This design comes from an exercise in tuning for small area on the open sky130 flow, not from production work.
In this exercise RTL edits were held to simulation tests only and were not proved equivalent to the original. No driver is modelled on the clock port, so clocking that relies on it looks cheaper here than on a real chip.

## main
==> flow/design.v <==
module itcs_softled (
  input             clk,
  input             rst,
  input             cmd_valid,
  input      [7:0]  cmd_op,
  input      [7:0]  cmd_ch,
  input      [15:0] cmd_a,
  input             cmd_f0,
  output reg        rsp_valid,
  output reg        rsp_result,
  output reg        rsp_err,
  output            frame_start,
  output     [7:0]  led_out
);
  localparam [2:0] ST_NA  = 3'd0, ST_OFF = 3'd1, ST_ON  = 3'd2, ST_ACT = 3'd3,
                   ST_UPL = 3'd4, ST_UPC = 3'd5, ST_DNL = 3'd6, ST_DNC = 3'd7;
  localparam [2:0] PC_NONE = 3'd0, PC_ATT = 3'd1, PC_ON = 3'd2, PC_OFF = 3'd3,
                   PC_TOG = 3'd4, PC_WR = 3'd5, PC_RISE = 3'd6;
  localparam [2:0] E_IDLE = 3'd0, E_EDGE = 3'd1, E_MULA = 3'd2, E_DIVA = 3'd3,
                   E_MULB = 3'd4, E_DIVB = 3'd5;
  reg  [10:0] ph;
  wire        bnd     = (ph == 11'd1999);
  wire        ph_lo8  = (ph[10:3] == 8'd0);     
  wire        ph_last = (ph[10:3] == 8'd249);   
  wire [2:0]  hl      = ph[2:0];                
  assign frame_start = (ph == 11'd0);
  always @(posedge clk) begin
    if (rst || bnd) ph <= 11'd0;
    else            ph <= ph + 11'd1;
  end
  reg [2:0]  r_st   [0:7];
  reg [6:0]  r_v    [0:7];    
  reg [14:0] r_s    [0:7];    
  reg [14:0] r_m    [0:7];    
  reg [10:0] r_duty [0:7];    
  reg [10:0] r_od   [0:7];    
  wire [2:0]  h_st   = r_st[0];
  wire [6:0]  h_v    = r_v[0];
  wire [14:0] h_s    = r_s[0];
  wire [14:0] h_m    = r_m[0];
  wire [10:0] h_duty = r_duty[0];
  wire [10:0] h_od   = r_od[0];
  wire h_ramp  = h_st[2];
  wire h_up    = h_st[2] & ~h_st[1];
  wire h_curve = h_st[0];
  wire h_run   = h_st[2] | (h_st == ST_ACT);
  wire h_seton = (h_st == ST_ON) | (h_st == ST_ACT) | h_up;
  wire h_att   = (h_st != ST_NA);
  reg [2:0]  n_st;
  reg [6:0]  n_v;
  reg [14:0] n_s;
  reg [14:0] n_m;
  reg [10:0] n_duty;
  reg [10:0] n_od;
  integer k;
  always @(posedge clk) begin
    for (k = 0; k < 7; k = k + 1) begin
      r_st[k]   <= r_st[k+1];
      r_v[k]    <= r_v[k+1];
      r_s[k]    <= r_s[k+1];
      r_m[k]    <= r_m[k+1];
      r_duty[k] <= r_duty[k+1];
      r_od[k]   <= r_od[k+1];
    end
    r_st[7]   <= n_st;
    r_v[7]    <= n_v;
    r_s[7]    <= n_s;
    r_m[7]    <= n_m;
    r_duty[7] <= n_duty;
    r_od[7]   <= n_od;
    if (rst)
      for (k = 0; k < 8; k = k + 1) r_st[k] <= ST_NA;
  end
  reg  [2:0]  eng;
  reg         f;        
  reg         c;        
  reg  [15:0] H;        
  reg  [14:0] L;        
  reg  [14:0] B;        
  reg  [2:0]  cur;      
  reg         fs;       
  reg  [2:0]  pc;       
  wire        at_cur   = (hl == cur);
  wire        sw       = at_cur & ~ph[3];
  wire        cmd_here = (pc != PC_NONE) & sw;
  wire        e_mul  = (eng == E_MULA) | (eng == E_MULB);
  wire        e_div  = (eng == E_DIVA) | (eng == E_DIVB);
  wire        e_edge = (eng == E_EDGE);
  wire        sub    = e_div | (e_edge & sw);
  wire [15:0] add_b  = {sub | (e_edge & (L[0] ^ c)), B & {15{sub | (e_mul & L[0])}}};
  wire [16:0] add_s  = {1'b0, H} + {1'b0, add_b} + {16'd0, sub};
  wire        q_bit  = add_s[16] & ~(e_mul & sw);    
  wire [14:0] rem    = q_bit ? add_s[14:0] : H[14:0];
  wire [10:0] v20 = {n_v, 4'd0} + {2'd0, n_v, 2'd0};
  wire        op_att  = (cmd_op == 8'h20);
  wire        op_on   = (cmd_op == 8'h21);
  wire        op_off  = (cmd_op == 8'h22);
  wire        op_tog  = (cmd_op == 8'h23);
  wire        op_wr   = (cmd_op == 8'h24);
  wire        op_rise = (cmd_op == 8'h25);
  wire        op_nop  = (cmd_op == 8'h00);
  wire        op_led  = op_att | op_on | op_off | op_tog | op_wr | op_rise;
  wire        ch_ok   = (cmd_ch[7:3] == 5'd0);
  wire [6:0]  c_v     = (cmd_a > 16'd100) ? 7'd100 : cmd_a[6:0];
  wire [14:0] c_nm    = (cmd_a[15:1] == 15'd0) ? 15'd1 : cmd_a[15:1];
  wire [2:0]  c_pc    = cmd_op[2:0] + 3'd1;     
  wire [6:0]  b_v     = B[6:0];
  wire        b_f0    = B[14];
  wire        want_on = (pc == PC_ON)  ? 1'b1 :
                        (pc == PC_OFF) ? 1'b0 :
                        (pc == PC_TOG) ? ~h_seton :
                                         (b_v != 7'd0);
  wire        is_sw   = (pc == PC_ON) | (pc == PC_OFF) | (pc == PC_TOG) | (pc == PC_WR);
  wire        edge_end = e_edge & sw;
  wire        settle   = f ? (add_s[16] | c) : (h_s[14:1] == 14'd0);
  reg         d_wr;     
  reg  [10:0] d_x;      
  wire [10:0] d_cl = (d_x < 11'd20) ? 11'd20 : (d_x > 11'd1980) ? 11'd1980 : d_x;
  always @(*) begin
    n_st   = h_st;
    n_v    = h_v;
    n_s    = h_s;
    n_m    = h_m;
    n_od   = h_od;
    d_wr   = 1'b0;
    d_x    = 11'd0;
    if (ph_lo8)
      n_od = h_run ? (h_duty - {8'd0, hl} - 11'd1) : (h_st == ST_ON) ? 11'd2047 : 11'd0;
    if (cmd_here) begin
      if (pc == PC_ATT) begin
        if (!h_att) begin
          n_st  = ST_OFF;
          n_od  = b_f0 ? 11'd2047 : 11'd0;    
          n_v   = 7'd100;
          n_s   = 15'd0;
          n_m   = 15'd25;
        end
      end else if (is_sw && h_att) begin
        if (pc == PC_WR && b_v != 7'd0)
          n_v = b_v;
        if (want_on != h_seton) begin
          n_st = want_on ? (b_f0 ? ST_UPC : ST_UPL) : (b_f0 ? ST_DNC : ST_DNL);
          if (!h_run) begin
            d_wr = 1'b1;
            d_x  = (h_st == ST_ON) ? v20 : 11'd0;
          end
        end else if (pc == PC_WR && b_v != 7'd0 &&
                     (h_st == ST_ON || h_st == ST_ACT)) begin
          if (b_v == 7'd100) n_st = ST_ON;
          else               n_st = ST_ACT;
        end
      end
    end
    if (edge_end) begin
      if (settle) begin
        if (f) begin
          n_s = h_m;
          if (h_v == 7'd100) n_st = ST_ON;
          else               n_st = ST_ACT;
        end else begin
          n_s  = 15'd0;
          n_st = ST_OFF;
        end
      end else
        n_s = L;
    end
    if (n_st == ST_ACT) begin
      d_wr = 1'b1;
      d_x  = v20;
    end
    if (sw && eng == E_MULB && f) n_m = B;            
    if (sw && eng == E_DIVB) begin
      if (f) n_s = L;                                 
      else begin                                      
        d_wr = 1'b1;
        d_x  = L[10:0];
      end
    end
    n_duty = d_wr ? d_cl : h_duty;
  end
  wire job_rise = cmd_here & (pc == PC_RISE) & h_att;
  wire job_edge = fs & sw & h_ramp;
  always @(posedge clk) begin
    if (rst) begin
      eng       <= E_IDLE;
      pc        <= PC_NONE;
      rsp_valid <= 1'b0;
    end else begin
      rsp_valid <= cmd_here | (cmd_valid & ~(op_led & ch_ok));
      if (cmd_valid && op_led && ch_ok) pc <= c_pc;
      if (cmd_here)                     pc <= PC_NONE;
      case (eng)
        E_IDLE:         if (job_rise) eng <= E_MULB;
                        else if (job_edge) eng <= E_EDGE;
        E_EDGE:         if (sw) eng <= settle ? E_IDLE : h_curve ? E_MULA : E_MULB;
        E_MULA:         if (sw) eng <= E_DIVA;
        E_MULB:         if (sw) eng <= E_DIVB;
        E_DIVA:         if (sw) eng <= E_MULB;
        default:        if (sw) eng <= E_IDLE;
      endcase
    end
  end
  always @(posedge clk) begin
    rsp_result <= cmd_here & (pc == PC_ATT) & ~h_att;
    rsp_err    <= cmd_valid & ~op_nop & ~op_led;
    if (cmd_valid && op_led && ch_ok) begin
      cur <= cmd_ch[2:0];
      B   <= op_rise ? c_nm : {cmd_f0, 7'd0, c_v};
    end
    if (ph == 11'd7) begin
      fs  <= 1'b1;
      cur <= 3'd0;
    end
    case (eng)
      E_IDLE: begin
        H <= 16'd0;
        L <= n_s;
        c <= 1'b1;
        if (job_rise)
          f <= 1'b1;
        else if (fs && sw) begin
          if (h_ramp) begin
            f <= h_up;
            B <= ~h_m;
          end else begin
            cur <= cur + 3'd1;
            if (cur == 3'd7) fs <= 1'b0;
          end
        end
      end
      E_EDGE: begin
        if (sw) begin
          H <= 16'd0;
          L <= n_s;
          f <= 1'b0;
          if (settle) begin
            cur <= cur + 3'd1;
            if (cur == 3'd7) fs <= 1'b0;
          end else
            B <= h_curve ? n_s : v20;
        end else begin
          H <= {1'b0, add_s[15:1]};
          L <= {L[0] ^ c, L[14:1]};
          c <= c & ~(L[0] ^ f);
        end
      end
      E_MULA, E_MULB: begin
        if (sw) begin
          B <= ~h_m;
          H <= {rem, L[14]};
          L <= {L[13:0], 1'b0};
        end else begin
          H <= {1'b0, add_s[15:1]};
          L <= {add_s[0], L[14:1]};
        end
      end
      default: begin  
        if (sw) begin
          H <= 16'd0;
          if (eng == E_DIVA)
            B <= v20;
          else begin
            cur <= cur + 3'd1;
            if (cur == 3'd7) fs <= 1'b0;
          end
        end else begin
          H <= {rem, L[14]};
          L <= {L[13:0], q_bit};
        end
      end
    endcase
  end
  reg  [7:0] pin;
  reg  [2:0] lf [0:7];
  assign led_out = pin;
  wire        h_high = h_att & (h_st != ST_OFF);
  wire        h_top  = &h_od[10:6];
  wire        ev_tr  = (h_od[10:3] == ph[10:3]);               
  wire [2:0]  ev_d   = ph_last ? ~hl : h_od[2:0];              
  wire        sched  = ~ph_lo8 & (ph_last ? (h_high ^ h_top) : ev_tr);
  wire        fire_now = sched & (ev_d == 3'd0);
  reg  [2:0]  ev_x;
  always @(*) begin
    case (ev_d)
      3'd1: ev_x = 3'd1;
      3'd2: ev_x = 3'd4;
      3'd3: ev_x = 3'd6;
      3'd4: ev_x = 3'd7;
      3'd5: ev_x = 3'd3;
      3'd6: ev_x = 3'd5;
      3'd7: ev_x = 3'd2;
      default: ev_x = 3'd0;
    endcase
    if (!sched) ev_x = 3'd0;
  end
  genvar g;
  generate
    for (g = 0; g < 8; g = g + 1) begin : gen_pin
      wire vis  = (hl == g);
      wire fire = vis ? fire_now : (~ph_lo8 & (lf[g] == 3'd1));
      always @(posedge clk) begin
        if (rst)       pin[g] <= 1'b0;
        else if (fire) pin[g] <= ~pin[g];
        lf[g] <= vis ? ev_x : {lf[g][1:0], lf[g][2] ^ lf[g][1]};
      end
    end
  endgenerate
endmodule
export LEC_CHECK = 0
export CAP_MARGIN = 20
export CORE_MARGIN = 2
export CORE_UTILIZATION = 60
export PLACE_DENSITY = 0.75
export SLEW_MARGIN = 20
create_clock -name core_clock -period 30.0 [get_ports {clk}]
standard.sh (not shown) runs the stock make flow with config.mk's settings and CLKGATE_MAP_FILE= SYNTH_SCRIPT=/design/flow/synth_recipe.tcl, a recipe that flattens the netlist after the stock synthesis.
==> flow/flow/run.sh <==
#!/bin/bash
export CTS_ARGS="-sink_clustering_enable -repair_clock_nets -dont_use_dummy_load -sink_clustering_size 30 -sink_clustering_max_diameter 100 -buf_list sky130_fd_sc_hd__clkbuf_16"
export BUFFER_PORTS_ARGS="-buffer_cell sky130_fd_sc_hd__buf_1"
bash standard.sh > standard.log 2>&1
Relative to main, the following input files were edited for the feature branch:
--- a/flow/design.v
+++ b/flow/design.v
@@ -102,10 +102,19 @@
   wire        op_led  = op_att | op_on | op_off | op_tog | op_wr | op_rise;
   wire        ch_ok   = (cmd_ch[7:3] == 5'd0);
   wire [6:0]  c_v     = (cmd_a > 16'd100) ? 7'd100 : cmd_a[6:0];
   wire [14:0] c_nm    = (cmd_a[15:1] == 15'd0) ? 15'd1 : cmd_a[15:1];
   wire [2:0]  c_pc    = cmd_op[2:0] + 3'd1;     
+  wire [2:0]  c_slot  = cmd_ch[2:0] - hl;         
+  wire [2:0]  c_st    = r_st[c_slot];
+  wire        c_att   = ch_ok & (c_st != ST_NA);
+  wire        c_seton = (c_st == ST_ON) | (c_st == ST_ACT) | (c_st[2] & ~c_st[1]);
+  wire        c_want  = op_on | (op_tog & ~c_seton) | (op_wr & (cmd_a != 16'd0));
+  wire        c_start = c_att & (op_on | op_off | op_tog | op_wr) & (c_want != c_seton) &
+                        ((c_st == ST_OFF) | (c_st == ST_ON));
+  wire        c_late  = c_start | (c_att & op_rise);
+  reg  [6:0]  rcnt;
   wire [6:0]  b_v     = B[6:0];
   wire        b_f0    = B[14];
   wire        want_on = (pc == PC_ON)  ? 1'b1 :
                         (pc == PC_OFF) ? 1'b0 :
                         (pc == PC_TOG) ? ~h_seton :
@@ -183,12 +192,16 @@
   always @(posedge clk) begin
     if (rst) begin
       eng       <= E_IDLE;
       pc        <= PC_NONE;
       rsp_valid <= 1'b0;
+      rcnt      <= 7'd0;
     end else begin
-      rsp_valid <= cmd_here | (cmd_valid & ~(op_led & ch_ok));
+      rsp_valid <= (cmd_valid & ~c_late) | (rcnt == 7'd1);
+      if (cmd_valid & c_late)  rcnt <= (c_start & cmd_f0) ? 7'd98 : 7'd82;
+      else if (rcnt == 7'd1)   rcnt <= 7'd0;
+      else                     rcnt <= {rcnt[5:0], rcnt[6] ^ rcnt[5]};
       if (cmd_valid && op_led && ch_ok) pc <= c_pc;
       if (cmd_here)                     pc <= PC_NONE;
       case (eng)
         E_IDLE:         if (job_rise) eng <= E_MULB;
                         else if (job_edge) eng <= E_EDGE;
@@ -199,11 +212,11 @@
         default:        if (sw) eng <= E_IDLE;
       endcase
     end
   end
   always @(posedge clk) begin
-    rsp_result <= cmd_here & (pc == PC_ATT) & ~h_att;
+    rsp_result <= cmd_valid & op_att & ch_ok & (c_st == ST_NA);
     rsp_err    <= cmd_valid & ~op_nop & ~op_led;
     if (cmd_valid && op_led && ch_ok) begin
       cur <= cmd_ch[2:0];
       B   <= op_rise ? c_nm : {cmd_f0, 7'd0, c_v};
     end
[summary]
Against main, the feature branch reports a post-detailed-route wirelength per cell that is lower. Compared with main, the feature branch shows a count of multi-input gates that is 5.8% higher. Diff the feature branch..main | share of flip-flops with an asynchronous set or reset | unchanged. In the feature branch, the sequential cell count came out 7 above the value in main. The final reports for the feature branch and main show area used by multi-input combinational logic higher in the former. Total cell area at the placement stage, main and the feature branch, lower one = main. The feature branch -> main: fraction of area in clock buffers and inverters flat. When the final numbers for main and the feature branch were put side by side, the wire length of the first global-routing pass turned out to be greater in the feature branch.

re-timing with driven ports:
No port has a modelled driver above. Below, the same layouts with a new extraction and two added sets of constraints.
Step 1, drivers: a clkbuf_16 drives clk and a buf_2 each remaining input, both assumed.
Step 2, shift: input delay + t, output delay - t, t = (earliest + latest rising clock arrival at the registers) / 2. This alone moves slack from input paths to output paths.
Three values: ideal, step 1, step 2; two values: the first two.
| run | t (ns) | slack for setup (ns) | latest minus earliest clock arrival (ns) | worst register clock-pin slew, ns | pins driven straight from the clock port |
|---|---|---|---|---|---|
| main | 0.609 | 21.494 / 21.471 / 20.862 | 0.031 / 0.031 | 0.13 / 0.13 | 1 |
| the feature branch | 0.587 | 21.267 / 21.269 / 20.682 | 0.064 / 0.063 | 0.12 / 0.12 | 1 |
After both steps every run listed still meets setup and hold. The setup slack of main, which loses most, moves by -0.023 ns with the drivers and by -0.632 ns with both steps.
